Source: an optimization exercise on an open RTL-to-GDS flow (aim: small area, a short achievable clock period and few clock cycles per item). Production flows keep margins and buffers that such runs may drop.
Where RTL was checked, it was by simulation tests only, not by an equivalence proof against the original.
Only the layout flow was run in runs 1 to 4; the RTL was not checked for function there.
Power figures rest on the tool's default switching activity, not on a simulated workload.

$ cat config.mk
export PLATFORM = sky130hd
export DESIGN_NAME = jmp
export DESIGN_NICKNAME = jmp
export VERILOG_FILES = /design/flow/design.v
export SDC_FILE = /design/flow/constraint.sdc
export NUM_CORES = 4
export LEC_CHECK = 0
export CAP_MARGIN = 20
export CORE_MARGIN = 2
export CORE_UTILIZATION = 40
export SETUP_SLACK_MARGIN = 4.3
export SLEW_MARGIN = 20
$ cat constraint.sdc
create_clock -name core_clock -period 8.0 [get_ports {clk}]
set_input_delay 1.6000 -clock core_clock [delete_from_list [all_inputs] [get_ports {clk}]]
set_output_delay 1.6000 -clock core_clock [all_outputs]
set_load 0.01 [all_outputs]
$ cat design.v
module jmp (
    input  wire        clk,
    input  wire        rst,           
    input  wire        load,
    input  wire [31:0] load_size,
    input  wire        start,
    input  wire        setq,
    input  wire [7:0]  setq_val,
    output wire        mem_re,
    output wire [31:0] mem_addr,
    input  wire [7:0]  mem_rdata,
    output wire        qt_we,
    output wire [10:0] qt_addr,
    output wire [7:0]  qt_wdata,
    output wire [15:0] status,
    output wire [31:0] size_o,
    output wire [7:0]  qfactor,
    output wire [31:0] offset_o,
    output wire [7:0]  width_blocks,
    output wire [7:0]  height_blocks,
    output wire [7:0]  type_o,
    output wire        precision,
    output wire [15:0] restart_interval,
    output wire [31:0] header_len,
    output wire [31:0] scan_off,
    output wire [31:0] scan_len
);
    localparam [2:0] ST_IDLE  = 3'd0,
                     ST_BUSY  = 3'd1,
                     ST_OK    = 3'd2,
                     ST_FAIL  = 3'd3,
                     ST_FAULT = 3'd4;
    localparam [5:0] C_NO_SOF        = 6'h10,
                     C_NO_DQT        = 6'h11,
                     C_ZERO_BLOCKS   = 6'h12,
                     C_SOF_SHORT     = 6'h13,
                     C_SOF_LENGTH    = 6'h14,
                     C_SOF_PRECISION = 6'h15,
                     C_SOF_DIMENSION = 6'h16,
                     C_SOF_NCOMP     = 6'h17,
                     C_SOF_SAMP_1ST  = 6'h18,
                     C_SOF_SAMP_OTH  = 6'h19,
                     C_SOF_QT_MISM   = 6'h1A,
                     C_SOF_REPEATED  = 6'h20,
                     C_SOS_TRUNC     = 6'h21,
                     C_SCAN_BEYOND   = 6'h22;
    localparam [4:0] S_SEARCH = 5'd0,    
                     S_CODE   = 5'd1,    
                     S_LHI    = 5'd2,    
                     S_LLO    = 5'd3,    
                     S_DQH    = 5'd4,    
                     S_DQT    = 5'd5,    
                     S_DQEND  = 5'd6,    
                     S_DQE2   = 5'd7,    
                     S_DRI2   = 5'd8,    
                     S_DRI3   = 5'd9,    
                     S_FIN0   = 5'd10,   
                     S_FIN    = 5'd11,   
                     S_FINS   = 5'd12,   
                     S_DQE0   = 5'd13,   
                     S_REJ    = 5'd14,   
                     S_RSR    = 5'd15,   
                     S_SOF2   = 5'd16;   
    localparam [2:0] K_SKIP = 3'd0,
                     K_SOF  = 3'd1,
                     K_DQT  = 3'd2,
                     K_DRI  = 3'd3,
                     K_SOS  = 3'd4;
    reg [2:0]  st;
    reg [5:0]  cause;
    reg [31:0] size;
    reg [7:0]  qf;
    reg [31:0] offset;
    reg        sof_found, dqt_found, sos_found, dri_found, eoi_seen;
    reg [7:0]  wb, hb;
    reg        t422;       
    reg        prec;
    reg [15:0] ri;
    reg [31:0] sl;
    reg        bsy;        
    reg [4:0]  ph;
    reg [2:0]  kind;
    reg [31:0] a;          
    reg [15:0] len;        
    reg [10:0] qa;         
    reg        fj;         
    reg        ci;         
    reg        wr;         
    reg        l_is4, l_is17, l_lt4;    
    reg [7:0]  d;          
    reg        p_live, p_v, p_b6, p_or7;      
    reg        d_live, d_v, d_f64, d_f128;    
    wire [32:0] cmp;
    jmp_add #(.W(32)) u_cmp (.a(size), .b(~a), .ci(ci), .s(cmp));
    wire        cmp_c = cmp[32];
    wire [8:0]  jp_lo, jp_m0, jp_m1;
    wire [16:0] jp_h1;
    jmp_add #(.W(8))  u_jlo (.a(offset[7:0]),   .b(mem_rdata), .ci(1'b0), .s(jp_lo));
    jmp_add #(.W(8))  u_jm0 (.a(offset[15:8]),  .b(d),         .ci(1'b0), .s(jp_m0));
    jmp_add #(.W(8))  u_jm1 (.a(offset[15:8]),  .b(d),         .ci(1'b1), .s(jp_m1));
    jmp_add #(.W(16)) u_jh1 (.a(offset[31:16]), .b(16'd0),     .ci(1'b1), .s(jp_h1));
    wire [8:0]  jp_m   = jp_lo[8] ? jp_m1 : jp_m0;
    wire [31:0] jp     = {jp_m[8] ? jp_h1[15:0] : offset[31:16], jp_m[7:0], jp_lo[7:0]};
    wire [32:0] a_inc;
    jmp_add #(.W(32)) u_inc (.a(a), .b(32'd0), .ci(1'b1), .s(a_inc));
    wire [15:0] lfull = {len[15:8], d};
    wire        hd128   = (d[7:4] != 4'd0);
    wire        r_ge67  = (|len[15:7]) | (len[6] & ((|len[5:2]) | (len[1] & len[0])));
    wire        r_ge131 = (|len[15:8]) | (len[7] & ((|len[6:2]) | (len[1] & len[0])));
    wire        dq_fit  = hd128 ? (r_ge131 & d_f128) : (r_ge67 & d_f64);
    wire        dq_last = prec ? (&qa[6:0]) : (&qa[5:0]);
    wire        pend = (cause == 6'd0);
    wire        fin_ok    = sof_found && dqt_found && wb != 8'd0 && hb != 8'd0;
    wire [2:0]  fin_st    = fin_ok ? ST_OK : ST_FAIL;
    wire [5:0]  fin_cause = !sof_found ? C_NO_SOF :
                            !dqt_found ? C_NO_DQT :
                            fin_ok     ? 6'd0     : C_ZERO_BLOCKS;
    reg         jump;      
    reg         jump1;     
    reg         hold;      
    reg         a_zero;    
    always @(*) begin
        jump   = 1'b0;
        jump1  = 1'b0;
        hold   = 1'b0;
        a_zero = 1'b0;
        case (ph)
        S_LHI:    if (d_live && (kind == K_SKIP || kind == K_SOS)) jump1 = 1'b1;
        S_LLO:    if (kind == K_SOS) hold = 1'b1;
        S_DQE0:   jump = 1'b1;
        S_DQEND:  hold = 1'b1;
        S_REJ:    jump = 1'b1;
        S_RSR:    jump = 1'b1;
        S_FIN0:   begin jump = 1'b1; a_zero = 1'b1; end
        S_FIN, S_FINS: hold = 1'b1;
        default: ;
        endcase
    end
    always @(posedge clk) begin
        d      <= mem_rdata;
        p_live <= bsy && !jump && !jump1 && !hold;
        p_v    <= cmp_c;
        p_b6   <= cmp[6];
        p_or7  <= |cmp[31:7];
        d_live <= p_live && !jump;
        d_v    <= p_v;
        d_f64  <= p_v && (p_or7 || p_b6);
        d_f128 <= p_v && p_or7;
    end
    always @(posedge clk) begin
        if (ci)
            sl <= cmp[31:0];
    end
    always @(posedge clk) begin
        if (rst) begin
            st   <= ST_IDLE;
            bsy  <= 1'b0;
            size <= 32'd0;
            qf   <= 8'd255;
            ph   <= S_SEARCH;
            ci   <= 1'b0;
            wr   <= 1'b0;
        end else if (!bsy) begin
            if (load) begin
                if (~&load_size[31:16] || ~|load_size[15:0]) begin
                    size <= load_size;
                    st   <= ST_IDLE;
                end
            end else if (start) begin
                st        <= ST_BUSY;
                bsy       <= 1'b1;
                ph        <= S_SEARCH;
                cause     <= 6'd0;
                offset    <= 32'd0;
                a         <= 32'd0;
                fj        <= 1'b1;
                sof_found <= 1'b0;
                dqt_found <= 1'b0;
                sos_found <= 1'b0;
                dri_found <= 1'b0;
                eoi_seen  <= 1'b0;
                prec      <= 1'b0;
                ri        <= 16'd0;
            end else if (setq) begin
                qf <= setq_val;
            end
        end else begin
            ci <= 1'b0;
            if (jump)
                a <= a_zero ? 32'd0 : offset;
            else if (jump1)
                a <= jp;
            else if (!hold)
                a <= a_inc[31:0];
            case (ph)
            S_SEARCH: begin
                if (d_live) begin
                    fj <= 1'b0;
                    if (!d_v) begin
                        if (!fj)
                            offset <= size;
                        ph <= S_FIN0;
                    end else if (d == 8'hFF) begin
                        offset <= a;             
                        ph     <= S_CODE;
                    end
                end
            end
            S_CODE: begin
                ph <= S_LHI;
                if (!d_v) begin
                    offset <= size;
                    ph     <= S_FIN0;
                end else if (d == 8'hC0) begin
                    kind <= K_SOF;
                    if (sof_found) begin
                        st    <= ST_FAULT;
                        bsy   <= 1'b0;
                        cause <= C_SOF_REPEATED;
                    end
                end else if (d == 8'hC4 || d == 8'hFE || d[7:4] == 4'hE) begin
                    kind <= K_SKIP;
                end else if (d == 8'hDA) begin
                    kind <= K_SOS;
                end else if (d == 8'hDB) begin
                    kind      <= K_DQT;
                    dqt_found <= 1'b1;
                end else if (d == 8'hDD) begin
                    kind <= K_DRI;
                end else begin
                    if (d == 8'hD9)
                        eoi_seen <= 1'b1;
                    ph <= S_SEARCH;
                end
            end
            S_LHI: begin
                if (d_live) begin
                    len[15:8] <= d;
                    ph        <= S_LLO;
                    if (kind == K_DQT)
                        offset <= jp;
                    if (kind == K_SOS)
                        ci <= 1'b1;
                end
            end
            S_LLO: begin
                len[7:0] <= d;
                l_is4    <= (lfull == 16'd4);
                l_is17   <= (lfull == 16'd17);
                l_lt4    <= (lfull < 16'd4);
                case (kind)
                K_SKIP: begin
                    if (!d_v) begin
                        offset <= size;
                        ph     <= S_FIN0;
                    end else begin
                        offset <= a;             
                        fj     <= 1'b1;
                        ph     <= S_SEARCH;
                    end
                end
                K_SOS: begin
                    if (!d_v) begin
                        st    <= ST_FAULT;
                        bsy   <= 1'b0;
                        cause <= C_SOS_TRUNC;
                    end else begin
                        ph <= S_FINS;
                    end
                end
                K_DQT: begin
                    if (!d_v || lfull < 16'd2) begin
                        offset <= size;
                        ph     <= S_FIN0;
                    end else begin
                        ph <= (lfull == 16'd2) ? S_SEARCH : S_DQH;
                    end
                end
                K_DRI: ph <= S_DRI2;
                default: begin       
                    if (lfull < 16'd17)
                        cause <= C_SOF_LENGTH;
                    ph <= S_SOF2;
                end
                endcase
            end
            S_DQH: begin
                if (!d_v) begin
                    offset <= size;
                    ph     <= S_FIN0;
                end else if (d[3:0] == 4'hF || !dq_fit) begin
                    ph <= S_DQE0;
                end else begin
                    qa   <= hd128 ? {d[3:0], 7'd0} : {1'b0, d[3:0], 6'd0};
                    prec <= hd128;
                    len  <= len - 16'd1;
                    ph   <= S_DQT;
                    wr   <= 1'b1;
                end
            end
            S_DQT: begin
                qa  <= qa + 11'd1;
                len <= len - 16'd1;
                if (dq_last) begin
                    ph <= (len == 16'd3) ? S_SEARCH : S_DQH;
                    wr <= 1'b0;
                end
            end
            S_DQE0: begin                    
                ph <= S_DQEND;
                ci <= 1'b1;
            end
            S_DQEND: ph <= S_DQE2;   
            S_REJ: begin                     
                kind <= K_SKIP;
                ph   <= S_LHI;
            end
            S_RSR: begin                     
                fj <= 1'b1;
                ph <= S_SEARCH;
            end
            S_FIN0: begin                    
                ph <= S_FIN;
                ci <= 1'b1;
            end
            S_DQE2: begin
                if (!p_v) begin
                    offset <= size;
                    ph     <= S_FIN0;
                end else begin
                    fj <= 1'b1;                  
                    ph <= S_SEARCH;
                end
            end
            S_DRI2: begin
                qa[7:0] <= d;
                ph      <= S_DRI3;
            end
            S_DRI3: begin
                ph <= S_SEARCH;
                if (!d_v || l_lt4) begin
                    ph <= S_RSR;                 
                end else begin
                    ri        <= {qa[7:0], d};
                    dri_found <= ({qa[7:0], d} != 16'd0);
                    if (!l_is4)
                        ph <= S_REJ;             
                end
            end
            S_FIN: begin
                bsy   <= 1'b0;
                st    <= fin_st;
                cause <= fin_cause;
            end
            S_FINS: begin
                bsy <= 1'b0;
                if (!p_v) begin
                    st    <= ST_FAULT;
                    cause <= C_SCAN_BEYOND;
                end else begin
                    sos_found <= 1'b1;
                    st        <= fin_st;
                    cause     <= fin_cause;
                end
            end
            default: begin
                ph <= ph + 5'd1;
                case (ph[3:0])
                5'd0: if (pend && d != 8'd8) cause <= C_SOF_PRECISION;
                5'd1: begin
                    hb[7:5] <= d[2:0];
                    if (pend && d[7:3] != 5'd0) cause <= C_SOF_DIMENSION;
                end
                5'd2: begin
                    hb[4:0] <= d[7:3];
                    if (pend && ((hb[7:5] == 3'd7 && d > 8'hF8) ||
                                 (hb[7:5] == 3'd0 && d == 8'd0)))
                        cause <= C_SOF_DIMENSION;
                end
                5'd3: begin
                    wb[7:5] <= d[2:0];
                    if (pend && d[7:3] != 5'd0) cause <= C_SOF_DIMENSION;
                end
                5'd4: begin
                    wb[4:0] <= d[7:3];
                    if (pend && ((wb[7:5] == 3'd7 && d > 8'hF8) ||
                                 (wb[7:5] == 3'd0 && d == 8'd0)))
                        cause <= C_SOF_DIMENSION;
                end
                5'd5: if (pend && d != 8'd3) cause <= C_SOF_NCOMP;
                5'd7: begin
                    t422 <= d[1];
                    if (pend && d != 8'h21 && d != 8'h22) cause <= C_SOF_SAMP_1ST;
                end
                5'd10: if (pend && d != 8'h11) cause <= C_SOF_SAMP_OTH;
                5'd11: qa[7:0] <= d;
                5'd13: if (pend && d != 8'h11) cause <= C_SOF_SAMP_OTH;
                5'd14: begin
                    ph <= S_SEARCH;
                    if (!d_v) begin
                        st    <= ST_FAIL;
                        bsy   <= 1'b0;
                        cause <= C_SOF_SHORT;
                    end else if (!pend) begin
                        st  <= ST_FAIL;
                        bsy <= 1'b0;
                    end else if (d != qa[7:0]) begin
                        st    <= ST_FAIL;
                        bsy   <= 1'b0;
                        cause <= C_SOF_QT_MISM;
                    end else begin
                        sof_found <= 1'b1;
                        if (!l_is17)
                            ph <= S_REJ;         
                    end
                end
                default: ;
                endcase
            end
            endcase
        end
    end
    assign mem_re   = bsy;
    assign mem_addr = a;
    assign qt_we    = wr && (st == ST_BUSY) && (qa[10:7] != 4'hF);
    assign qt_addr  = qa;
    assign qt_wdata = d;
    wire show = st[2] | st[1];
    assign status = {2'b00, cause & {6{show}},
                     {eoi_seen, dri_found, sos_found, dqt_found, sof_found} & {5{show}},
                     st};
    assign size_o           = size;
    assign qfactor          = qf;
    assign offset_o         = offset;
    assign width_blocks     = wb;
    assign height_blocks    = hb;
    assign type_o           = {1'b0, dri_found, 5'd0, t422};
    assign precision        = prec;
    assign restart_interval = ri;
    assign header_len       = a;
    assign scan_off         = a;
    assign scan_len         = sl;
endmodule
module jmp_add #(parameter W = 32) (
    input  wire [W-1:0] a,
    input  wire [W-1:0] b,
    input  wire         ci,
    output wire [W:0]   s
);
    localparam L = $clog2(W);
    wire [W-1:0] p0 = a ^ b;
    wire [W-1:0] g0 = (a & b) | {{(W-1){1'b0}}, p0[0] & ci};
    wire [W-1:0] gu [0:L];
    wire [W-1:0] pu [0:L];
    assign gu[0] = g0;
    assign pu[0] = p0;
    genvar k, i;
    generate
        for (k = 0; k < L; k = k + 1) begin : up
            for (i = 0; i < W; i = i + 1) begin : b
                if (((i + 1) % (2 << k)) == 0) begin : c
                    assign gu[k+1][i] = gu[k][i] | (pu[k][i] & gu[k][i - (1 << k)]);
                    assign pu[k+1][i] = pu[k][i] & pu[k][i - (1 << k)];
                end else begin : n
                    assign gu[k+1][i] = gu[k][i];
                    assign pu[k+1][i] = pu[k][i];
                end
            end
        end
    endgenerate
    wire [W-1:0] gd [0:L];
    assign gd[0] = gu[L];
    generate
        for (k = 0; k < L; k = k + 1) begin : dn
            for (i = 0; i < W; i = i + 1) begin : b
                if ((L - 2 - k) >= 0 && i >= (3 << (L - 2 - k)) - 1 &&
                    ((i + 1 - (1 << (L - 2 - k))) % (2 << (L - 2 - k))) == 0) begin : c
                    assign gd[k+1][i] = gd[k][i] | (pu[L][i] & gd[k][i - (1 << (L - 2 - k))]);
                end else begin : n
                    assign gd[k+1][i] = gd[k][i];
                end
            end
        end
    endgenerate
    wire [W-1:0] c = gd[L];             
    assign s = {c[W-1], p0 ^ {c[W-2:0], ci}};
endmodule
$ cat flow/run.sh
#!/bin/bash
# The standard layout (the standard.sh: standard synthesis, floorplan, place, CTS, route,
# finish), with the I/O port buffers made from sky130_fd_sc_hd__buf_2 instead of the default
# cell buffer_ports picks. Every port still gets its own buffer.
set -euo pipefail
bash standard.sh "BUFFER_PORTS_ARGS=-buffer_cell sky130_fd_sc_hd__buf_2" finish > standard_make.log 2>&1
$ cat standard.sh
#!/bin/bash
# synth_recipe.tcl (not shown) runs the flow's synth.tcl, then flattens the netlist and writes it again
# the make line also repeats each setting of config.mk as NAME=value (left out here)
make -C /OpenROAD-flow-scripts/flow DESIGN_CONFIG=/design/flow/config.mk WORK_HOME=/design/flow/orfs CLKGATE_MAP_FILE= SYNTH_SCRIPT=/design/flow/synth_recipe.tcl "${@:-finish}"
==> run notes, run 1 <==
RUN STATUS
--------------------------------------------------------------------------------
Run status                                                          complete, no violations

PWR
--------------------------------------------------------------------------------
Total power draw                                                         3.50 mW
Register share of total power                                              42.3%
Fraction of power spent switching nets                                     29.5%
Internal portion of total power                                          2.47 mW
Proportion of power drawn by the clock network                             39.5%
Worst ir drop on vdd                                                      164 uV
Leak pwr                                                                 7.94 nW
Net switching power                                                      1.03 mW
Combinational fraction of design power                                     18.2%
Power per Cell Area                                                   182 nW/um2

STA
--------------------------------------------------------------------------------
Worst Max-Slew Pin Slew                                                  1.12 ns
Peak Freq                                                              0.241 GHz
Final number of hold-violating endpoints                                       0
Final setup vio count                                                          0
Max Transition Viols Final                                                     0
Setup repair after global routing missed its margin                         true
Setup clock skew after layout                                          0.0120 ns
Worst slew margin relative to its limit                                    25.3%
Clock period minus worst slack                                           4.15 ns
Post-route fraction of the period consumed by the critical path            51.8%
Setup TNS                                                                   0 ns
Worst hold slack after final layout                                     0.445 ns

CLOCK TREE
--------------------------------------------------------------------------------
Clock latency reported for the late side of the worst-skew pair          0.57 ns
Clock-pin slew on the worst setup and hold paths                         0.06 ns
Clock root cell                                                     sky130_fd_sc_hd__clkbuf_16
Max Buffers Root-to-Sink                                                       3
Num CTS Buffers                                                               30
Number of sinks handled by clock tree synthesis                              242
H-tree levels                                                                  1
CTS tree                                                                    done

FLOORPLANNING
--------------------------------------------------------------------------------
Die width                                                                 204 um
Vert. Die Dim                                                             204 um
Num ports                                                                    331
Standard-cell row count                                                       73
Die ar.                                                               41,700 um2
Initial core utilization                                                   40.4%
Core region area                                                      39,600 um2

DETAILED ROUTING
--------------------------------------------------------------------------------
1st-pass router iterations                                                     6
WL final                                                                 59.0 mm
Total number of vias                                                      14,953
Number of DRC markers after the initial detailed-route iteration           1,379
Average wire per cell in the routed design                               23.5 um
Antenna Nets Post-Route                                                        0
DR vias/cell                                                                5.96
Number of remaining DRC errors                                                 0

CRITICAL PATH
--------------------------------------------------------------------------------
Most frequent cell on the critical path                             sky130_fd_sc_hd__buf_6
Startpoint kind of the worst setup timing path                         input pin
Cell with the largest stage delay on the worst path                 sky130_fd_sc_hd__a211o_4
Critical path required time                                              8.32 ns
Setup crit end kind                                                    flip-flop
Worst-path cell chain                                               buf_8 > ha_4 > fa_2 > a21o_1 > a311o_1 > o21ai_4 > mux2i_4 > buf_6 > buf_6 > buf_6 > a211o_4 > and3_4 > buf_6 > and3_4 > a221o_1
Worst Path Class, Setup                                             input pin to flip-flop
Maximum fanout encountered on the critical timing path                         6
Largest incremental delay on the critical path                           0.39 ns
Combined buffer and inverter count along the critical path                     5
Cell class contributing the biggest share of worst-path delay       compound AO/OA/AOI/OAI gates
Data arrival time of the worst path                                      4.46 ns

PLACE
--------------------------------------------------------------------------------
Detailed Place HPWL                                                      40.7 mm
I/O Buffers                                                                  322
Final weighted congestion in routability-driven placement                  0.889

LOGIC SYNTHESIS
--------------------------------------------------------------------------------
Synth Register Bits                                                          242
Most used flip-flop cell after synthesis                            sky130_fd_sc_hd__edfxtp_1
Warnings from Yosys                                                            4
Biggest area contributors in the synthesized netlist                sky130_fd_sc_hd__edfxtp_1 (33%), sky130_fd_sc_hd__dfxtp_1 (8.4%), sky130_fd_sc_hd__ha_1 (6.2%), sky130_fd_sc_hd__nor2_1 (4.3%), sky130_fd_sc_hd__buf_4 (3.5%)
Top cell type's share of synthesized area                                  32.8%
Synthesized instance count                                                 1,705
Most frequent cells after synthesis                                 sky130_fd_sc_hd__nor2_1 (183), sky130_fd_sc_hd__edfxtp_1 (175), sky130_fd_sc_hd__nand2_1 (107)
Synthesized cell area                                                 16,000 um2
Count leader, synth                                                 sky130_fd_sc_hd__nor2_1
Distinct cells, synth                                                         78
Share of async-settable or async-resettable flops after synthesis             0%
Post-synthesis cell type with the largest combined area             sky130_fd_sc_hd__edfxtp_1
Mean area per synthesized cell                                          9.40 um2
EDFF count, synth                                                            175
Sequential fraction of the synthesis area                                  41.2%

GRT
--------------------------------------------------------------------------------
Maximum number of pins on one net before global-route repair                  65
Overall global routing resource usage                                      27.4%
Antenna violations before repair                                               2
Global-route congestion overflow total                                         0
Number of global-route vias before repair                                 13,991
First-pass GRT wire length                                               87.7 mm

CELLS AND AREA
--------------------------------------------------------------------------------
Area delta synth->final                                                    20.4%
Number of antenna diodes                                                       0
Fraction of layout instances using a drive strength above 1                26.5%
Utilization after layout                                                   48.7%
Net count reported at finish                                               2,116

RUN
--------------------------------------------------------------------------------
Reported max-cap violation count                                               0

HOLD PATH
--------------------------------------------------------------------------------
Worst Hold Class                                                    flip-flop to flip-flop

## layout make-up
type,count,area (um2)
clock buffers,33,793
inverters,94,353
clock inverters,23,218
repair buffers,383,2150
flip-flops and latches,242,6600
multi-input cells,1209,8520
well taps,525,657
fillers,3804,20300
## cell families (layout without fill, tap and decap cells)
logic type	Yosys count	count (layout)	share of synthesized area (%)
AO/OA/AOI/OAI	360	360	15.3
XOR/XNOR	68	68	3.72
adder cells (fa/ha/maj)	103	103	9.16
buffers and inverters	267	533	8.12
flip-flops	242	242	41.2
multiplexers	49	49	3.15
other	1	8	0.0234
AND/OR/NAND/NOR	615	621	19.3
## worst paths after layout
path,start,endpoint,slack [ns],cells past startpoint
min reg2reg,p_live,d_live,0.44,1
max,mem_rdata[0],a[18],3.85,15
max reg2reg,a[0],p_or7,4.12,18
min,p_live,d_live,0.44,1
## stage by stage
stage / std cells / setup slack, ns / cell area (um2)
floorplan: 1712 / 3.55 / 16200
global placement: 2412 / 2.75 / 17700
detailed placement: 2412 / 2.72 / 17700
CTS: 2501 / 3.89 / 19100
global route: 2509 / 3.75 / 19300
finish: 2509 / 3.85 / 19300
## registers in the layout, indices dropped and copies added (netlist names), 5 cells and up
| name | flops |
|---|---|
| a | 32 |
| d | 8 |
| sl | 32 |
| size | 32 |
| qa | 11 |
| qf | 8 |
| ri | 16 |
| len | 16 |
| cause | 6 |
| wb | 8 |
| ph | 5 |
| offset | 32 |
| hb | 8 |
## power groups by stage
stage / registers [mW] / clock network [mW] / logic (mW)
finish: 1.48 / 1.39 / 0.636
global route: 1.49 / 1.46 / 0.687
CTS: 1.48 / 1.41 / 0.612
detailed placement: 1.51 / 0 / 0.556
global placement: 1.51 / 0 / 0.551
floorplan: 1.49 / 0 / 0.381
## routing by layer
layer | wire, um | vias to the layer above | track usage [%]
li1 | - | 6706 | -
met1 | 24400 | 7321 | 37.6
met2 | 28200 | 821 | 45.6
met3 | 4970 | 103 | 3.60
met4 | 1490 | 2 | 7.22
met5 | 11 | - | 0
## worst reg2reg max path: stages, from the launching register on
cell and delay [ns]:
sky130_fd_sc_hd__edfxtp_1 0.43, sky130_fd_sc_hd__inv_1 0.10, sky130_fd_sc_hd__fa_1 0.16, sky130_fd_sc_hd__inv_1 0.05, sky130_fd_sc_hd__fa_2 0.36, sky130_fd_sc_hd__nand2b_4 0.17, sky130_fd_sc_hd__a21oi_4 0.16, sky130_fd_sc_hd__o211ai_1 0.18
sky130_fd_sc_hd__nand2_1 0.12, sky130_fd_sc_hd__a21o_1 0.12, sky130_fd_sc_hd__nand2_1 0.08, sky130_fd_sc_hd__a21oi_2 0.16, sky130_fd_sc_hd__a31oi_1 0.12, sky130_fd_sc_hd__fa_1 0.50, sky130_fd_sc_hd__inv_1 0.07, sky130_fd_sc_hd__or4_1 0.52
sky130_fd_sc_hd__nor4_2 0.23, sky130_fd_sc_hd__nand3_1 0.09, sky130_fd_sc_hd__nand2b_1 0.15
## cell usage in the layout (no fill, tap or decap), types with 18 or more instances in the layout
cell	netlist	routed
sky130_fd_sc_hd__clkbuf_16	0	31
sky130_fd_sc_hd__ha_1	79	77
sky130_fd_sc_hd__nand4_1	37	37
sky130_fd_sc_hd__edfxtp_1	175	175
sky130_fd_sc_hd__nor2b_1	40	40
sky130_fd_sc_hd__buf_4	75	43
sky130_fd_sc_hd__a211oi_1	22	19
sky130_fd_sc_hd__and3_1	40	39
sky130_fd_sc_hd__inv_1	92	91
sky130_fd_sc_hd__fa_1	24	18
sky130_fd_sc_hd__a221o_1	23	23
sky130_fd_sc_hd__o21ai_0	54	49
sky130_fd_sc_hd__dfxtp_1	67	63
sky130_fd_sc_hd__buf_2	8	321
sky130_fd_sc_hd__mux2i_1	37	36
sky130_fd_sc_hd__a31oi_1	18	18
sky130_fd_sc_hd__a21oi_1	101	95
sky130_fd_sc_hd__xor2_1	23	23
sky130_fd_sc_hd__nor3_1	43	41
sky130_fd_sc_hd__nor2_1	183	179
sky130_fd_sc_hd__o211ai_1	31	31
sky130_fd_sc_hd__nand3_1	61	57
sky130_fd_sc_hd__nand2_1	107	103
sky130_fd_sc_hd__xnor2_1	45	43
## repair_timing
| item | in CTS | in global routing |
|---|---|---|
| hold buffers | 0 | 0 |
| gates cloned | 6 | 0 |
| setup buffers | 27 | 7 |
| gates resized for setup | 36 | 31 |
| pin swaps | 23 | 24 |
| endpoints found under the setup margin | 99 | 99 |
==> inputs of run 2 (changes only) <==
==> flow/run.sh (replaced) <==
#!/bin/bash
# The standard layout (the standard.sh: standard synthesis, floorplan, place, CTS, route,
# finish), with the I/O port buffers made from sky130_fd_sc_hd__buf_1 instead of the default
# cell buffer_ports picks. Every port still gets its own buffer.
set -euo pipefail
bash standard.sh "BUFFER_PORTS_ARGS=-buffer_cell sky130_fd_sc_hd__buf_1" finish > standard_make.log 2>&1
--- a/config.mk
+++ b/config.mk
@@ -7,6 +7,8 @@
 export LEC_CHECK = 0
 export CAP_MARGIN = 20
 export CORE_MARGIN = 2
-export CORE_UTILIZATION = 40
+export CORE_UTILIZATION = 55
+export CTS_BUF_LIST = sky130_fd_sc_hd__clkbuf_8
+export PLACE_DENSITY = 0.65
 export SETUP_SLACK_MARGIN = 4.3
 export SLEW_MARGIN = 20
==> run notes, run 2 <==
HOLD PATH
--------------------------------------------------------------------------------
Terminating pin of the worst hold path                                    d_live
Worst Hold Class                                                    flip-flop to flip-flop
Source of the worst hold timing path                                      p_live
Cell depth of the worst min-delay path                                         1

CELLS AND AREA
--------------------------------------------------------------------------------
Non-filler cells, final                                                    2,389
Fraction of layout instances using a drive strength above 1                10.8%
Most common library cell in the layout ignoring fill and taps       sky130_fd_sc_hd__buf_1
Commonest non-fill, non-tap cells in the layout                     sky130_fd_sc_hd__buf_1 (320), sky130_fd_sc_hd__nor2_1 (181), sky130_fd_sc_hd__edfxtp_1 (175)
Net count reported at finish                                               2,128
Utilization after layout                                                   64.8%
Final instance area                                                   18,600 um2
Area delta synth->final                                                    16.0%
Number of antenna diodes                                                       0

STA
--------------------------------------------------------------------------------
Max Transition Viols Final                                                     0
Final setup vio count                                                          0
Worst slew margin relative to its limit                                    26.4%
Setup TNS                                                                   0 ns
Peak Freq                                                              0.243 GHz
Setup repair after global routing missed its margin                         true
Clock period minus worst slack                                           4.12 ns
Post-route fraction of the period consumed by the critical path            51.5%
Worst Max-Slew Pin Slew                                                  1.10 ns
Setup clock skew after layout                                          0.0425 ns
Final number of hold-violating endpoints                                       0

CRITICAL PATH
--------------------------------------------------------------------------------
Data arrival time of the worst path                                      4.44 ns
Critical path required time                                              8.32 ns
Worst setup slack for register-to-register paths                         4.02 ns
Startpoint kind of the worst setup timing path                         input pin
Cell with the largest stage delay on the worst path                 sky130_fd_sc_hd__fa_2
Worst-path cell chain                                               buf_8 > ha_4 > fa_2 > a21o_1 > a311o_1 > o21ai_2 > mux2i_4 > a211oi_2 > o21bai_1 > a21oi_1 > fa_2 > xnor2_2 > a222oi_1 > nor2_1
Worst Path Class, Setup                                             input pin to flip-flop
Largest incremental delay on the critical path                           0.36 ns
Cell depth of the worst flop-to-flop path                                     18
Launch instance of the worst register-to-register path                      a[0]
Combined buffer and inverter count along the critical path                     1
Setup crit end kind                                                    flip-flop
Most frequent cell on the critical path                             sky130_fd_sc_hd__fa_2
Maximum fanout encountered on the critical timing path                         2
Reg2Reg Capture Point                                                      p_or7
Cell class contributing the biggest share of worst-path delay       compound AO/OA/AOI/OAI gates

CLOCK TREE
--------------------------------------------------------------------------------
Max Buffers Root-to-Sink                                                       3
Num CTS Buffers                                                               43
Clock latency reported for the late side of the worst-skew pair          0.60 ns
Number of sinks handled by clock tree synthesis                              242
CTS tree                                                                    done
H-tree levels                                                                  2
Clock root cell                                                     sky130_fd_sc_hd__clkbuf_8
Clock-pin slew on the worst setup and hold paths                         0.06 ns

LOGIC SYNTHESIS
--------------------------------------------------------------------------------
EDFF count, synth                                                            175
Mean area per synthesized cell                                          9.40 um2
Count leader, synth                                                 sky130_fd_sc_hd__nor2_1
Synth Register Bits                                                          242
Distinct cells, synth                                                         78
Most used flip-flop cell after synthesis                            sky130_fd_sc_hd__edfxtp_1
Biggest area contributors in the synthesized netlist                sky130_fd_sc_hd__edfxtp_1 (33%), sky130_fd_sc_hd__dfxtp_1 (8.4%), sky130_fd_sc_hd__ha_1 (6.2%), sky130_fd_sc_hd__nor2_1 (4.3%), sky130_fd_sc_hd__buf_4 (3.5%)
Synthesized instance count                                                 1,705
Share of async-settable or async-resettable flops after synthesis             0%
Warnings from Yosys                                                            4
Post-synthesis cell type with the largest combined area             sky130_fd_sc_hd__edfxtp_1
Sequential fraction of the synthesis area                                  41.2%
Most frequent cells after synthesis                                 sky130_fd_sc_hd__nor2_1 (183), sky130_fd_sc_hd__edfxtp_1 (175), sky130_fd_sc_hd__nand2_1 (107)
Top cell type's share of synthesized area                                  32.8%
Synthesized cell area                                                 16,000 um2

RUN
--------------------------------------------------------------------------------
Reported max-cap violation count                                               0

PLACE
--------------------------------------------------------------------------------
Detailed Place HPWL                                                      38.3 mm
Final weighted congestion in routability-driven placement                  0.993
# placed instances                                                         2,277
Post-DP Area                                                          17,200 um2
I/O Buffers                                                                  322

DETAILED ROUTING
--------------------------------------------------------------------------------
Number of remaining DRC errors                                                 0
Antenna Nets Post-Route                                                        0
WL final                                                                 55.4 mm
1st-pass router iterations                                                     6
Total number of vias                                                      15,001
Number of DRC markers after the initial detailed-route iteration           1,713
Average wire per cell in the routed design                               23.2 um
DR vias/cell                                                                6.28

GRT
--------------------------------------------------------------------------------
Number of global-route vias before repair                                 14,023
Overall global routing resource usage                                      35.0%
Global-route congestion overflow total                                         0
Maximum number of pins on one net before global-route repair                  65
Antenna violations before repair                                               1
First-pass GRT wire length                                               82.8 mm

FLOORPLANNING
--------------------------------------------------------------------------------
Die ar.                                                               30,500 um2
Num ports                                                                    331
Initial core utilization                                                   55.8%
Die width                                                                 175 um
Vert. Die Dim                                                             175 um
Standard-cell row count                                                       62
Core region area                                                      28,700 um2

PWR
--------------------------------------------------------------------------------
Leak pwr                                                                 6.97 nW
Power per Cell Area                                                   174 nW/um2
Total power draw                                                         3.25 mW
Worst ir drop on vdd                                                      148 uV

RUN STATUS
--------------------------------------------------------------------------------
Run status                                                          complete, no violations

==> run 2: cell counts after synthesis <==
Identical to the previous run, type by type.
==> run 2: routing by layer <==
| layer | GRT usage (%) | vias to the layer above | wire, um |
|---|---|---|---|
| li1 | - | 6716 | - |
| met1 | 48.2 | 7289 | 22700 |
| met2 | 55.9 | 840 | 25500 |
| met3 | 5.72 | 154 | 5050 |
| met4 | 13.0 | 2 | 2120 |
| met5 | 0 | - | 16 |
==> run 2: worst max path at each step <==
stage / from / to / cells after the start
finish: mem_rdata[0] / offset[15] / 14
global route: mem_rdata[0] / a[15] / 16
CTS: mem_rdata[0] / a[15] / 16
detailed placement: mem_rdata[0] / a[17] / 11
global placement: mem_rdata[0] / a[17] / 11
floorplan: mem_rdata[0] / offset[14] / 13
==> run 2: cell type report <==
| cell class | instances | area [um2] |
|---|---|---|
| Sequential cell | 242 | 6610 |
| Clock buffer | 53 | 729 |
| Multi-Input combinational cell | 1209 | 8560 |
| Timing Repair Buffer | 382 | 1750 |
| Clock inverter | 25 | 118 |
| Tap cell | 384 | 480 |
| Inverter | 94 | 353 |
| Fill cell | 2438 | 10100 |
==> run 2: worst reg2reg max path, delay by kind of cell, from the launching register on <==
kind                       cells  cell delay, ns
and+or+nand+nor                7            1.47
adders and majority gates      3            0.98
AOI/OAI and AO/OA              5            0.82
DFF                            1            0.40
buffers and inverters          3            0.19
==> run 2: power breakdown <==
part / internal (mW) / switching, mW
logic: 0.238 / 0.381
clock network: 0.601 / 0.552
registers: 1.40 / 0.0696
total: 2.24 / 1.00
==> run 2: kinds of logic (layout without fill, tap and decap cells) <==
logic type,after synthesis,count (layout),share of synthesized area (%)
AO/OA/AOI/OAI,360,360,15.3
XOR/XNOR,68,68,3.72
adder cells (fa/ha/maj),103,103,9.16
flip-flops,242,242,41.2
multiplexers,49,49,3.15
other,1,8,0.0234
buffers and inverters,267,554,8.12
AND/OR/NAND/NOR,615,621,19.3
==> run 2: stage by stage <==
step / hold WS, ns / setup slack (ns)
after floorplan: 0.406 / 3.55
after global placement: 0.413 / 2.87
after detailed placement: 0.418 / 2.83
after CTS: 0.429 / 3.94
after global routing: 0.433 / 3.71
final: 0.429 / 3.88
==> run 2: repair_timing <==
action / in CTS / in global routing
cloned: 6 / 1
buffers inserted: 18 / 9
resized for setup: 37 / 35
pin swaps: 21 / 31
hold buffers: 0 / 0
endpoints found under the setup margin: 62 / 125
==> inputs of run 3 (changes only) <==
--- a/design.v
+++ b/design.v
@@ -88,19 +88,22 @@
     reg        wr;         
     reg        l_is4, l_is17, l_lt4;    
     reg [7:0]  d;          
-    reg        p_live, p_v, p_b6, p_or7;      
+    reg        p_live, p_v, p_b6;             
+    reg [3:0]  p_or7;
     reg        d_live, d_v, d_f64, d_f128;    
-    wire [32:0] cmp;
-    jmp_add #(.W(32)) u_cmp (.a(size), .b(~a), .ci(ci), .s(cmp));
+    wire [32:0] cmp   = {1'b0, size} + {1'b0, ~a} + {32'd0, ci};
     wire        cmp_c = cmp[32];
-    wire [8:0]  jp_lo, jp_m0, jp_m1;
-    wire [16:0] jp_h1;
-    jmp_add #(.W(8))  u_jlo (.a(offset[7:0]),   .b(mem_rdata), .ci(1'b0), .s(jp_lo));
-    jmp_add #(.W(8))  u_jm0 (.a(offset[15:8]),  .b(d),         .ci(1'b0), .s(jp_m0));
-    jmp_add #(.W(8))  u_jm1 (.a(offset[15:8]),  .b(d),         .ci(1'b1), .s(jp_m1));
-    jmp_add #(.W(16)) u_jh1 (.a(offset[31:16]), .b(16'd0),     .ci(1'b1), .s(jp_h1));
-    wire [8:0]  jp_m   = jp_lo[8] ? jp_m1 : jp_m0;
-    wire [31:0] jp     = {jp_m[8] ? jp_h1[15:0] : offset[31:16], jp_m[7:0], jp_lo[7:0]};
+    wire [8:0]  pp_m;
+    wire [16:0] off_h1;
+    jmp_add #(.W(8))  u_ppm (.a(offset[15:8]),  .b(mem_rdata), .ci(1'b0), .s(pp_m));
+    jmp_add #(.W(16)) u_oh1 (.a(offset[31:16]), .b(16'd0),     .ci(1'b1), .s(off_h1));
+    wire [31:0] pp = {pp_m[8] ? off_h1[15:0] : offset[31:16], pp_m[7:0], offset[7:0]};
+    wire        pp_load = bsy && (ph == S_CODE || (ph == S_LHI && !d_live));
+    wire [8:0]  jp_lo;
+    wire [32:0] sl_h1;
+    jmp_add #(.W(8))  u_jlo (.a(sl[7:0]),         .b(mem_rdata), .ci(1'b0), .s(jp_lo));
+    jmp_add #(.W(32)) u_sh1 (.a({8'd0, sl[31:8]}), .b(32'd0),    .ci(1'b1), .s(sl_h1));
+    wire [31:0] jp = {jp_lo[8] ? sl_h1[23:0] : sl[31:8], jp_lo[7:0]};
     wire [32:0] a_inc;
     jmp_add #(.W(32)) u_inc (.a(a), .b(32'd0), .ci(1'b1), .s(a_inc));
     wire [15:0] lfull = {len[15:8], d};
@@ -141,15 +144,17 @@
         p_live <= bsy && !jump && !jump1 && !hold;
         p_v    <= cmp_c;
         p_b6   <= cmp[6];
-        p_or7  <= |cmp[31:7];
+        p_or7  <= {|cmp[31:24], |cmp[23:16], |cmp[15:8], cmp[7]};
         d_live <= p_live && !jump;
         d_v    <= p_v;
-        d_f64  <= p_v && (p_or7 || p_b6);
-        d_f128 <= p_v && p_or7;
+        d_f64  <= p_v && ((|p_or7) || p_b6);
+        d_f128 <= p_v && (|p_or7);
     end
     always @(posedge clk) begin
         if (ci)
             sl <= cmp[31:0];
+        else if (pp_load)
+            sl <= pp;
     end
     always @(posedge clk) begin
         if (rst) begin
==> run notes, run 3 <==
LOGIC SYNTHESIS
--------------------------------------------------------------------------------
Top cell type's share of synthesized area                                  31.4%
Biggest area contributors in the synthesized netlist                sky130_fd_sc_hd__edfxtp_1 (31%), sky130_fd_sc_hd__dfxtp_1 (8.4%), sky130_fd_sc_hd__ha_1 (6.8%), sky130_fd_sc_hd__mux2i_1 (5.1%), sky130_fd_sc_hd__nor2_1 (4.1%)
Sequential fraction of the synthesis area                                  39.7%
Area share of xor/xnor cells in the synthesized design                     4.65%
Synth Register Bits                                                          245
Dominant combinational cell family by area after synthesis          compound AO/OA/AOI/OAI gates
Most used flip-flop cell after synthesis                            sky130_fd_sc_hd__edfxtp_1
Adder-Cell Fraction of Synth Area                                          7.87%
EDFF count, synth                                                            175
Mean area per synthesized cell                                          9.30 um2
Most frequent cells after synthesis                                 sky130_fd_sc_hd__nor2_1 (181), sky130_fd_sc_hd__edfxtp_1 (175), sky130_fd_sc_hd__nand2_1 (124)
Share of async-settable or async-resettable flops after synthesis             0%
Post-synthesis cell type with the largest combined area             sky130_fd_sc_hd__edfxtp_1
Synthesized cell area                                                 16,800 um2
Distinct cells, synth                                                         82
Area fraction in and, or, nand and nor cells after synthesis               16.4%
Synthesized instance count                                                 1,803
Mux contribution to synthesized area                                       6.35%
Count leader, synth                                                 sky130_fd_sc_hd__nor2_1
Post-synthesis compound-gate area fraction                                 17.4%
Warnings from Yosys                                                            4

STA
--------------------------------------------------------------------------------
Setup repair after global routing missed its margin                         true
Setup clock skew after layout                                          0.0175 ns
Final setup vio count                                                          0
Post-route fraction of the period consumed by the critical path            45.8%
Worst slew margin relative to its limit                                    34.5%
Worst hold slack after final layout                                     0.392 ns
Worst path setup slack after routing                                     4.33 ns
Peak Freq                                                              0.273 GHz
Setup TNS                                                                   0 ns
Worst Max-Slew Pin Slew                                                 0.983 ns
Max Transition Viols Final                                                     0
Clock period minus worst slack                                           3.67 ns
Final number of hold-violating endpoints                                       0

PLACE
--------------------------------------------------------------------------------
Final weighted congestion in routability-driven placement                  0.960
I/O Buffers                                                                  322
Post-DP Area                                                          17,800 um2
Detailed Place HPWL                                                      40.1 mm
Worst Setup Slack post-DPL                                               3.10 ns

CELLS AND AREA
--------------------------------------------------------------------------------
Area delta synth->final                                                    15.3%
Number of antenna diodes                                                       0
Fraction of layout instances using a drive strength above 1                10.6%
Commonest non-fill, non-tap cells in the layout                     sky130_fd_sc_hd__buf_1 (320), sky130_fd_sc_hd__nor2_1 (178), sky130_fd_sc_hd__edfxtp_1 (175)
Most common library cell in the layout ignoring fill and taps       sky130_fd_sc_hd__buf_1
Count of filler cells inserted in the layout                               2,611
Net count reported at finish                                               2,202
Final instance area                                                   19,300 um2

CRITICAL PATH
--------------------------------------------------------------------------------
Setup crit end kind                                                    flip-flop
Data arrival time of the worst path                                      3.98 ns
Maximum fanout encountered on the critical timing path                         6
Largest incremental delay on the critical path                           0.34 ns
Cell with the largest stage delay on the worst path                 sky130_fd_sc_hd__fa_2
Critical path required time                                              8.31 ns
Worst-path cell chain                                               buf_6 > ha_4 > fa_2 > a21o_1 > a21oi_4 > o21bai_2 > a21oi_2 > o21bai_4 > a21o_4 > clkbuf_16 > mux2i_2 > o211a_1 > nor2_1
Worst Path Class, Setup                                             input pin to flip-flop
Startpoint kind of the worst setup timing path                         input pin

FLOORPLANNING
--------------------------------------------------------------------------------
Die width                                                                 179 um
Die ar.                                                               31,900 um2
Core region area                                                      29,800 um2
Num ports                                                                    331
Initial core utilization                                                   56.3%
Standard-cell row count                                                       63
Vert. Die Dim                                                             179 um

CLOCK TREE
--------------------------------------------------------------------------------
Quantity of hold-fixing buffers added after cts                                0
Number of sinks handled by clock tree synthesis                              245
CTS tree                                                                    done
Clock-pin slew on the worst setup and hold paths                         0.07 ns
Num CTS Buffers                                                               45
H-tree levels                                                                  2
Clock root cell                                                     sky130_fd_sc_hd__clkbuf_8
Clock latency reported for the late side of the worst-skew pair          0.59 ns
Max Buffers Root-to-Sink                                                       3

DETAILED ROUTING
--------------------------------------------------------------------------------
Total number of vias                                                      15,769
1st-pass router iterations                                                     7
Average wire per cell in the routed design                               23.5 um
Uppermost metal layer occupied by signal nets                               met4
Number of remaining DRC errors                                                 0
WL final                                                                 58.1 mm
Number of DRC markers after the initial detailed-route iteration           1,603
Routed wl met3                                                           4.81 mm
DR vias/cell                                                                6.37
Detail Route met2 WL                                                     27.7 mm
Antenna Nets Post-Route                                                        0
Met1 layer wirelength in the final routing                               22.8 mm

GRT
--------------------------------------------------------------------------------
Global-route congestion overflow total                                         0
Overall global routing resource usage                                      35.1%
Antenna violations before repair                                               1
First-pass GRT wire length                                               85.3 mm
Number of global-route vias before repair                                 14,723
Maximum number of pins on one net before global-route repair                  62

PWR
--------------------------------------------------------------------------------
Total power draw                                                         3.43 mW
Worst ir drop on vdd                                                      139 uV
Power per Cell Area                                                   177 nW/um2
Leak pwr                                                                 7.41 nW

RUN STATUS
--------------------------------------------------------------------------------
Run status                                                          complete, no violations

RUN
--------------------------------------------------------------------------------
Reported max-cap violation count                                               0

HOLD PATH
--------------------------------------------------------------------------------
Worst Hold Class                                                    flip-flop to flip-flop

-- run 3: changes by cell type after synthesis, sizes merged, moves of 16 or more --
cell    before  now
a22oi        3   31
a21boi       0   16
nand2      108  124
clkbuf      72   90
o211ai      31    7
mux2i       37   85
a221o       23    2
a221oi       8   42
xor2        23   39
nand3       61   31
o21ai       56  120
-- run 3: where the power goes --
part | internal (mW) | switching [mW] | leakage (nW) | total (mW)
Sequential | 1.43 | 0.0871 | 2.22 | 1.52
Combinational | 0.255 | 0.411 | 4.64 | 0.666
Clock | 0.680 | 0.566 | 0.557 | 1.25
-- run 3: path summary, 6_finish.rpt --
kind	to	slack, ns	startpoint	cells after the start
max	offset[22]	4.33	mem_rdata[0]	13
max reg2reg	st[0]	4.36	d[3]	9
min	d_live	0.39	p_live	2
min reg2reg	d_live	0.39	p_live	2
-- run 3: metal layers --
layer | global-route usage [%] | vias to the layer above
met5 | 0 | -
met4 | 16.9 | 0
met3 | 5.69 | 189
met2 | 58.4 | 921
met1 | 44.4 | 7614
li1 | - | 7045
-- run 3: repair_timing --
item,CTS,global route
gates cloned,0,3
endpoints found under the hold margin,0,0
gates resized for setup,21,62
endpoints found under the setup margin,128,111
pin swaps,6,20
setup buffers,9,9
-- run 3: worst max-delay path, delay by kind of cell --
kind                       cells  cell delay, ns
AOI/OAI and AO/OA              7            1.30
adders and majority gates      2            0.49
buffers and inverters          2            0.30
muxes                          1            0.25
and+or+nand+nor                1            0.04
-- run 3: layout make-up --
cell class	count	area [um2]	share of cell area, %
Clock inverter	29	188	0.971
Timing Repair Buffer	368	1610	8.35
Clock buffer	54	743	3.84
Multi-Input combinational cell	1304	9320	48.2
Inverter	85	319	1.65
Tap cell	390	488	2.52
Sequential cell	245	6660	34.5
-- run 3: cells by family (layout without fill, tap and decap cells) --
kind of cell	Yosys count	in the layout
buf+inv	261	536
xor+xnor	89	89
simple gates	565	565
mux	104	104
fa+ha+maj	100	100
compound gates	438	438
flops	245	245
other cells	1	8
-- run 3: stage by stage --
step                instances  util (%)
floorplan                1810         -
global placement         2371      59.9
detailed placement       2371      59.9
CTS                      2463      63.5
global route             2475      64.9
finish                   2475      64.9
==> inputs of run 4 (changes only) <==
--- a/config.mk
+++ b/config.mk
@@ -10,5 +10,5 @@
 export CORE_UTILIZATION = 55
 export CTS_BUF_LIST = sky130_fd_sc_hd__clkbuf_8
 export PLACE_DENSITY = 0.65
-export SETUP_SLACK_MARGIN = 4.3
+export SETUP_SLACK_MARGIN = 4.8
 export SLEW_MARGIN = 20
==> run notes, run 4 <==
CRITICAL PATH
--------------------------------------------------------------------------------
Startpoint kind of the worst setup timing path                         input pin
Worst setup slack for register-to-register paths                         4.47 ns
Critical path required time                                              8.33 ns
Setup crit end kind                                                    flip-flop
Data arrival time of the worst path                                      3.88 ns
Cell with the largest stage delay on the worst path                 sky130_fd_sc_hd__fa_2
Largest incremental delay on the critical path                           0.37 ns
Launch instance of the worst register-to-register path                     sl[8]
Worst-path cell chain                                               buf_8 > ha_4 > fa_2 > a21o_1 > a21oi_4 > o21bai_2 > a21oi_2 > o21bai_2 > buf_4 > a21oi_4 > buf_12 > mux2i_4 > o21ai_1 > and3_1
Reg2Reg Capture Point                                                 offset[30]
Combined buffer and inverter count along the critical path                     3
Cell class contributing the biggest share of worst-path delay       compound AO/OA/AOI/OAI gates
Maximum fanout encountered on the critical timing path                         5
Cell depth of the worst flop-to-flop path                                     14
Worst Path Class, Setup                                             input pin to flip-flop

LOGIC SYNTHESIS
--------------------------------------------------------------------------------
Mean area per synthesized cell                                          9.30 um2
Synth Register Bits                                                          245
Warnings from Yosys                                                            4
Share of async-settable or async-resettable flops after synthesis             0%
Most frequent cells after synthesis                                 sky130_fd_sc_hd__nor2_1 (181), sky130_fd_sc_hd__edfxtp_1 (175), sky130_fd_sc_hd__nand2_1 (124)
EDFF count, synth                                                            175
Biggest area contributors in the synthesized netlist                sky130_fd_sc_hd__edfxtp_1 (31%), sky130_fd_sc_hd__dfxtp_1 (8.4%), sky130_fd_sc_hd__ha_1 (6.8%), sky130_fd_sc_hd__mux2i_1 (5.1%), sky130_fd_sc_hd__nor2_1 (4.1%)
Synthesized instance count                                                 1,803
Synthesized cell area                                                 16,800 um2
Sequential fraction of the synthesis area                                  39.7%
Most used flip-flop cell after synthesis                            sky130_fd_sc_hd__edfxtp_1
Distinct cells, synth                                                         82
Top cell type's share of synthesized area                                  31.4%
Count leader, synth                                                 sky130_fd_sc_hd__nor2_1
Post-synthesis cell type with the largest combined area             sky130_fd_sc_hd__edfxtp_1

PWR
--------------------------------------------------------------------------------
Leak pwr                                                                 7.87 nW
Total power draw                                                         3.52 mW
Power per Cell Area                                                   171 nW/um2
Worst ir drop on vdd                                                      116 uV

CLOCK TREE
--------------------------------------------------------------------------------
Max Buffers Root-to-Sink                                                       3
Num CTS Buffers                                                               44
CTS tree                                                                    done
Clock root cell                                                     sky130_fd_sc_hd__clkbuf_8
H-tree levels                                                                  2
Number of sinks handled by clock tree synthesis                              245
Quantity of hold-fixing buffers added after cts                                0
Clock-pin slew on the worst setup and hold paths                         0.06 ns
Clock latency reported for the late side of the worst-skew pair          0.58 ns

STA
--------------------------------------------------------------------------------
Peak Freq                                                              0.281 GHz
Final number of hold-violating endpoints                                       0
Setup repair after global routing missed its margin                         true
Setup TNS                                                                   0 ns
Post-route fraction of the period consumed by the critical path            44.4%
Max Transition Viols Final                                                     0
Setup clock skew after layout                                          0.0194 ns
Final setup vio count                                                          0
Worst Max-Slew Pin Slew                                                 0.817 ns
Clock period minus worst slack                                           3.55 ns
Worst slew margin relative to its limit                                    44.9%

GRT
--------------------------------------------------------------------------------
Antenna violations before repair                                               1
First-pass GRT wire length                                               86.5 mm
Overall global routing resource usage                                      35.7%
Number of global-route vias before repair                                 14,859
Maximum number of pins on one net before global-route repair                  62
Global-route congestion overflow total                                         0

CELLS AND AREA
--------------------------------------------------------------------------------
Fraction of layout instances using a drive strength above 1                18.2%
Area delta synth->final                                                    22.7%
Utilization after layout                                                   69.0%
Commonest non-fill, non-tap cells in the layout                     sky130_fd_sc_hd__buf_1 (314), sky130_fd_sc_hd__edfxtp_1 (175), sky130_fd_sc_hd__nor2_1 (169)
Count of filler cells inserted in the layout                               2,442
Most common library cell in the layout ignoring fill and taps       sky130_fd_sc_hd__buf_1
Number of antenna diodes                                                       0
Net count reported at finish                                               2,266

HOLD PATH
--------------------------------------------------------------------------------
Worst Hold Class                                                    flip-flop to flip-flop
Terminating pin of the worst hold path                                    d_live
Cell depth of the worst min-delay path                                         2
Source of the worst hold timing path                                      p_live

DETAILED ROUTING
--------------------------------------------------------------------------------
Antenna Nets Post-Route                                                        0
DR vias/cell                                                                6.32
Number of DRC markers after the initial detailed-route iteration           1,712
WL final                                                                 59.2 mm
Number of remaining DRC errors                                                 0
Total number of vias                                                      16,039
1st-pass router iterations                                                     6
Average wire per cell in the routed design                               23.3 um

FLOORPLANNING
--------------------------------------------------------------------------------
Die ar.                                                               31,900 um2
Vert. Die Dim                                                             179 um
Num ports                                                                    331
Standard-cell row count                                                       63
Initial core utilization                                                   56.3%
Core region area                                                      29,800 um2
Die width                                                                 179 um

PLACE
--------------------------------------------------------------------------------
I/O Buffers                                                                  322
Detailed Place HPWL                                                      39.8 mm
Final weighted congestion in routability-driven placement                  0.931

RUN STATUS
--------------------------------------------------------------------------------
Run status                                                          complete, no violations

RUN
--------------------------------------------------------------------------------
Reported max-cap violation count                                               0

-- run 4: metrics by stage --
step | area, um2 | instances | hold WS, ns | setup WS (ns)
final | 20600 | 2539 | 0.411 | 4.45
after detailed placement | 17900 | 2368 | 0.405 | 3.05
after global routing | 20600 | 2539 | 0.422 | 4.38
after CTS | 19700 | 2505 | 0.412 | 4.44
after floorplan | 17000 | 1810 | 0.329 | 4.21
after global placement | 17900 | 2368 | 0.397 | 3.12
-- run 4: worst max path at each step --
stage / start / end / slack, ns / depth (start not counted)
5_1_grt: mem_rdata[0] / offset[29] / 4.38 / 15
4_1_cts: mem_rdata[0] / offset[9] / 4.44 / 14
3_5_place_dp: mem_rdata[0] / offset[9] / 3.05 / 12
6_report: mem_rdata[0] / offset[9] / 4.45 / 14
3_3_place_gp: mem_rdata[0] / offset[9] / 3.12 / 12
2_1_floorplan: mem_rdata[0] / offset[12] / 4.21 / 12
-- run 4: report_power, final --
part,total [mW],internal [mW],leakage (nW),switching (mW)
combinational,0.779,0.325,5.13,0.454
sequential,1.51,1.43,2.22,0.0800
clock,1.24,0.673,0.526,0.564
-- run 4: cell type report --
| type | instances | area (um2) | share of cell area (%) |
|---|---|---|---|
| sequential | 245 | 6670 | 32.4 |
| tap | 390 | 488 | 2.37 |
| inverter | 85 | 322 | 1.56 |
| multi-input combinational | 1305 | 9850 | 47.9 |
| clock inverter | 32 | 221 | 1.08 |
| timing repair buffer | 432 | 2320 | 11.3 |
| clock buffer | 50 | 688 | 3.35 |
-- run 4: tightest hold or removal path, stage by stage (launching register included) --
cell and delay, ns:
sky130_fd_sc_hd__dfxtp_1 0.29, sky130_fd_sc_hd__inv_1 0.04, sky130_fd_sc_hd__nor2_1 0.03
-- run 4: what timing repair did --
action,4_1_cts,5_1_grt
setup endpoints to repair,243,221
gates resized for setup,102,134
cloned,5,0
buffers inserted,50,34
pin swaps,57,58
-- run 4: layer usage --
metal / part of all wire [%] / global-route usage, % / vias to the layer above
li1: - / - / 7184
met1: 39 / 45.2 / 7710
met2: 47 / 58.4 / 936
met3: 9.2 / 6.67 / 209
met4: 5.3 / 17.9 / 0
met5: 0 / 0 / -
-- run 4: cell families after synthesis --
| family | count (synthesis) | synth area share [%] |
|---|---|---|
| simple gates | 565 | 16.4 |
| compound gates | 438 | 17.4 |
| buf+inv | 261 | 7.55 |
| flops | 245 | 39.7 |
| mux | 104 | 6.35 |
| fa+ha+maj | 100 | 7.87 |
| xor+xnor | 89 | 4.65 |
| other cells | 1 | 0.0224 |
==> inputs of run 5 (changes only) <==
--- a/design.v
+++ b/design.v
@@ -452,7 +452,7 @@
     input  wire         ci,
     output wire [W:0]   s
 );
-    localparam L = $clog2(W);
+    localparam L = (W <= 8) ? 3 : (W <= 16) ? 4 : 5;    
     wire [W-1:0] p0 = a ^ b;
     wire [W-1:0] g0 = (a & b) | {{(W-1){1'b0}}, p0[0] & ci};
     wire [W-1:0] gu [0:L];
--- a/config.mk
+++ b/config.mk
@@ -10,5 +10,6 @@
 export CORE_UTILIZATION = 55
 export CTS_BUF_LIST = sky130_fd_sc_hd__clkbuf_8
 export PLACE_DENSITY = 0.65
-export SETUP_SLACK_MARGIN = 4.8
+export SETUP_SLACK_MARGIN = 4.6
 export SLEW_MARGIN = 20
+export TNS_END_PERCENT = 0
==> run notes, run 5 <==
CLOCK TREE
--------------------------------------------------------------------------------
Quantity of hold-fixing buffers added after cts                                0
Number of sinks handled by clock tree synthesis                              245
Num CTS Buffers                                                               44
Clock root cell                                                     sky130_fd_sc_hd__clkbuf_8
CTS tree                                                                    done
Clock-pin slew on the worst setup and hold paths                         0.06 ns
H-tree levels                                                                  2
Max Buffers Root-to-Sink                                                       3
Clock latency reported for the late side of the worst-skew pair          0.59 ns

CRITICAL PATH
--------------------------------------------------------------------------------
Cell with the largest stage delay on the worst path                 sky130_fd_sc_hd__fa_2
Critical Path Source                                                mem_rdata[0]
Data arrival time of the worst path                                      3.99 ns
Cell class contributing the biggest share of worst-path delay       compound AO/OA/AOI/OAI gates
Combined buffer and inverter count along the critical path                     1
Reg2Reg Capture Point                                                      st[0]
Worst setup slack for register-to-register paths                         4.43 ns
CP Capture Point                                                      offset[31]
Startpoint kind of the worst setup timing path                         input pin
Largest incremental delay on the critical path                           0.35 ns
Cell depth of the worst flop-to-flop path                                      7
Setup crit end kind                                                    flip-flop
Launch instance of the worst register-to-register path                       d_v
Cell depth of the worst setup path                                            12
Critical path required time                                              8.38 ns
Maximum fanout encountered on the critical timing path                         6
Worst Path Class, Setup                                             input pin to flip-flop
Worst-path cell chain                                               clkbuf_2 > ha_2 > fa_2 > a21o_1 > a21oi_4 > o21bai_1 > a21oi_2 > o21bai_4 > a21o_4 > a21boi_2 > o21ai_0 > a221oi_1

DETAILED ROUTING
--------------------------------------------------------------------------------
Average wire per cell in the routed design                               23.4 um
Number of remaining DRC errors                                                 0
1st-pass router iterations                                                     6
DR vias/cell                                                                6.36
WL final                                                                 58.0 mm
Number of DRC markers after the initial detailed-route iteration           1,729
Total number of vias                                                      15,752
Antenna Nets Post-Route                                                        0

STA
--------------------------------------------------------------------------------
Final number of hold-violating endpoints                                       0
Worst Max-Slew Pin Slew                                                  1.05 ns
Setup TNS                                                                   0 ns
Setup clock skew after layout                                          0.0253 ns
Final setup vio count                                                          0
Worst slew margin relative to its limit                                    29.7%
Post-route fraction of the period consumed by the critical path            45.1%
Worst path setup slack after routing                                     4.39 ns
Setup repair after global routing missed its margin                         true
Max Transition Viols Final                                                     0
Peak Freq                                                              0.277 GHz
Clock period minus worst slack                                           3.61 ns

LOGIC SYNTHESIS
--------------------------------------------------------------------------------
Distinct cells, synth                                                         82
Sequential fraction of the synthesis area                                  39.7%
Top cell type's share of synthesized area                                  31.4%
Most used flip-flop cell after synthesis                            sky130_fd_sc_hd__edfxtp_1
Synthesized cell area                                                 16,800 um2
Count leader, synth                                                 sky130_fd_sc_hd__nor2_1
Share of async-settable or async-resettable flops after synthesis             0%
Most frequent cells after synthesis                                 sky130_fd_sc_hd__nor2_1 (181), sky130_fd_sc_hd__edfxtp_1 (175), sky130_fd_sc_hd__nand2_1 (124)
Synthesized instance count                                                 1,803
Mean area per synthesized cell                                          9.30 um2
Biggest area contributors in the synthesized netlist                sky130_fd_sc_hd__edfxtp_1 (31%), sky130_fd_sc_hd__dfxtp_1 (8.4%), sky130_fd_sc_hd__ha_1 (6.8%), sky130_fd_sc_hd__mux2i_1 (5.1%), sky130_fd_sc_hd__nor2_1 (4.1%)
EDFF count, synth                                                            175
Synth Register Bits                                                          245
Post-synthesis cell type with the largest combined area             sky130_fd_sc_hd__edfxtp_1
Warnings from Yosys                                                            4

PLACE
--------------------------------------------------------------------------------
Final weighted congestion in routability-driven placement                  0.947
Detailed Place HPWL                                                      39.5 mm
Worst Setup Slack post-DPL                                               2.96 ns
I/O Buffers                                                                  322

PWR
--------------------------------------------------------------------------------
Worst ir drop on vdd                                                      127 uV
Power per Cell Area                                                   177 nW/um2
Leak pwr                                                                 7.33 nW

FLOORPLANNING
--------------------------------------------------------------------------------
Initial core utilization                                                   56.3%
Die ar.                                                               31,900 um2
Num ports                                                                    331
Vert. Die Dim                                                             179 um
Standard-cell row count                                                       63
Core region area                                                      29,800 um2
Die width                                                                 179 um

CELLS AND AREA
--------------------------------------------------------------------------------
Area delta synth->final                                                    14.2%
Commonest non-fill, non-tap cells in the layout                     sky130_fd_sc_hd__buf_1 (320), sky130_fd_sc_hd__nor2_1 (179), sky130_fd_sc_hd__edfxtp_1 (175)
Net count reported at finish                                               2,203
Most common library cell in the layout ignoring fill and taps       sky130_fd_sc_hd__buf_1
Fraction of layout instances using a drive strength above 1                9.97%
Number of antenna diodes                                                       0
Count of filler cells inserted in the layout                               2,612

RUN STATUS
--------------------------------------------------------------------------------
Run status                                                          complete, no violations

GRT
--------------------------------------------------------------------------------
Antenna violations before repair                                               3
Maximum number of pins on one net before global-route repair                  62
Global-route congestion overflow total                                         0
Number of global-route vias before repair                                 14,805
First-pass GRT wire length                                               86.3 mm
Overall global routing resource usage                                      35.6%

RUN
--------------------------------------------------------------------------------
Reported max-cap violation count                                               0

HOLD PATH
--------------------------------------------------------------------------------
Worst Hold Class                                                    flip-flop to flip-flop

run 5: how the worst min path moves through the flow:
| stage | from | to | cells past startpoint |
|---|---|---|---|
| 2_1_floorplan | p_v | d_v | 0 |
| 3_3_place_gp | p_live | d_live | 2 |
| 3_5_place_dp | p_live | d_live | 2 |
| 4_1_cts | p_live | d_live | 2 |
| 5_1_grt | p_live | d_live | 2 |
| 6_report | p_live | d_live | 2 |
run 5: worst reg2reg max path, cell delays in order, from the launching register on:
cell	delay [ns]
sky130_fd_sc_hd__dfxtp_2	0.96
sky130_fd_sc_hd__buf_4	0.63
sky130_fd_sc_hd__a31oi_1	0.20
sky130_fd_sc_hd__o31ai_1	0.54
sky130_fd_sc_hd__o21ai_0	0.31
sky130_fd_sc_hd__a21oi_1	0.48
sky130_fd_sc_hd__o2111a_1	0.27
sky130_fd_sc_hd__nor3_1	0.04
run 5: layout make-up:
class | count | area [um2] | share of cell area (%)
Multi-Input combinational cell | 1307 | 9200 | 48.0
Sequential cell | 245 | 6660 | 34.8
Timing Repair Buffer | 367 | 1570 | 8.22
Clock buffer | 48 | 661 | 3.45
Tap cell | 390 | 488 | 2.55
Inverter | 85 | 319 | 1.67
Clock inverter | 34 | 241 | 1.26
run 5: layer usage:
metal	wire length, um	global-route usage, %
met5	0	0
met4	3000	17.8
met1	22600	46.2
met3	5530	5.71
met2	26800	57.5
run 5: where the power goes:
part           internal, mW  switching [mW]
Sequential             1.43          0.0871
Combinational         0.241           0.399
Clock                 0.659           0.575
run 5: cell families after synthesis:
family / count (synthesis) / share of synthesized area, %
simple gates: 565 / 16.4
compound gates: 438 / 17.4
buf+inv: 261 / 7.55
flops: 245 / 39.7
mux: 104 / 6.35
fa+ha+maj: 100 / 7.87
xor+xnor: 89 / 4.65
other cells: 1 / 0.0224
run 5: through the flow:
| step | hold slack, ns | total power, mW | util (%) | instances | area [um2] |
|---|---|---|---|---|---|
| after CTS | 0.407 | 3.38 | 63.7 | 2470 | 19000 |
| after global placement | 0.395 | 2.11 | 59.7 | 2371 | 17800 |
| final | 0.404 | 3.39 | 64.2 | 2476 | 19100 |
| after global routing | 0.439 | 3.51 | 64.2 | 2476 | 19100 |
| after floorplan | 0.329 | 1.93 | - | 1810 | 16800 |
| after detailed placement | 0.401 | 2.12 | 59.7 | 2371 | 17800 |
run 5: timing repair:
| action | in CTS | in global routing |
|---|---|---|
| pin swaps | 16 | 17 |
| resized for setup | 47 | 23 |
| setup buffers | 14 | 6 |
| hold endpoints to repair | 0 | 0 |
| gates cloned | 3 | 0 |
| setup endpoints to repair | 176 | 186 |
Testbench counts of run 5, summed over its fixed seeds: cycles 78,442, items 320.

[static timing again, ports no longer ideal]
In the flow no input, the clock included, has a driving cell. The finished layouts below were timed again as built, in two steps.
Step 1 sets driving cells, clkbuf_16 on the clock port and buf_2 on the other inputs (assumed; they add their load-dependent delay and slew).
Step 2 times the ports against the registers' clock, not the clock port: input delays grow and output delays shrink by t, the midpoint of the rising clock arrivals with the driver on.
Slacks: ideal ports / drivers / drivers and shift; pairs: ideal ports / drivers.
run | shift t [ns] | setup WS [ns] | worst hold slack (ns) | worst data-port slew with drivers (ns)
run 1 | 0.613 | 3.852 / 3.864 / 3.251 | 0.445 / 0.445 / 0.445 | 0.07
run 2 | 0.625 | 3.878 / 3.884 / 3.260 | 0.429 / 0.429 / 0.429 | 0.05
run 3 | 0.635 | 4.332 / 4.350 / 3.715 | 0.392 / 0.392 / 0.392 | 0.04
run 4 | 0.624 | 4.445 / 4.445 / 3.821 | 0.411 / 0.411 / 0.411 | 0.07
run 5 | 0.631 | 4.389 / 4.418 / 3.787 | 0.404 / 0.404 / 0.404 | 0.04
After both steps every run listed still meets setup and hold. The setup slack of run 4, which loses most, moves by 0.000 ns with the drivers and by -0.624 ns with both steps.
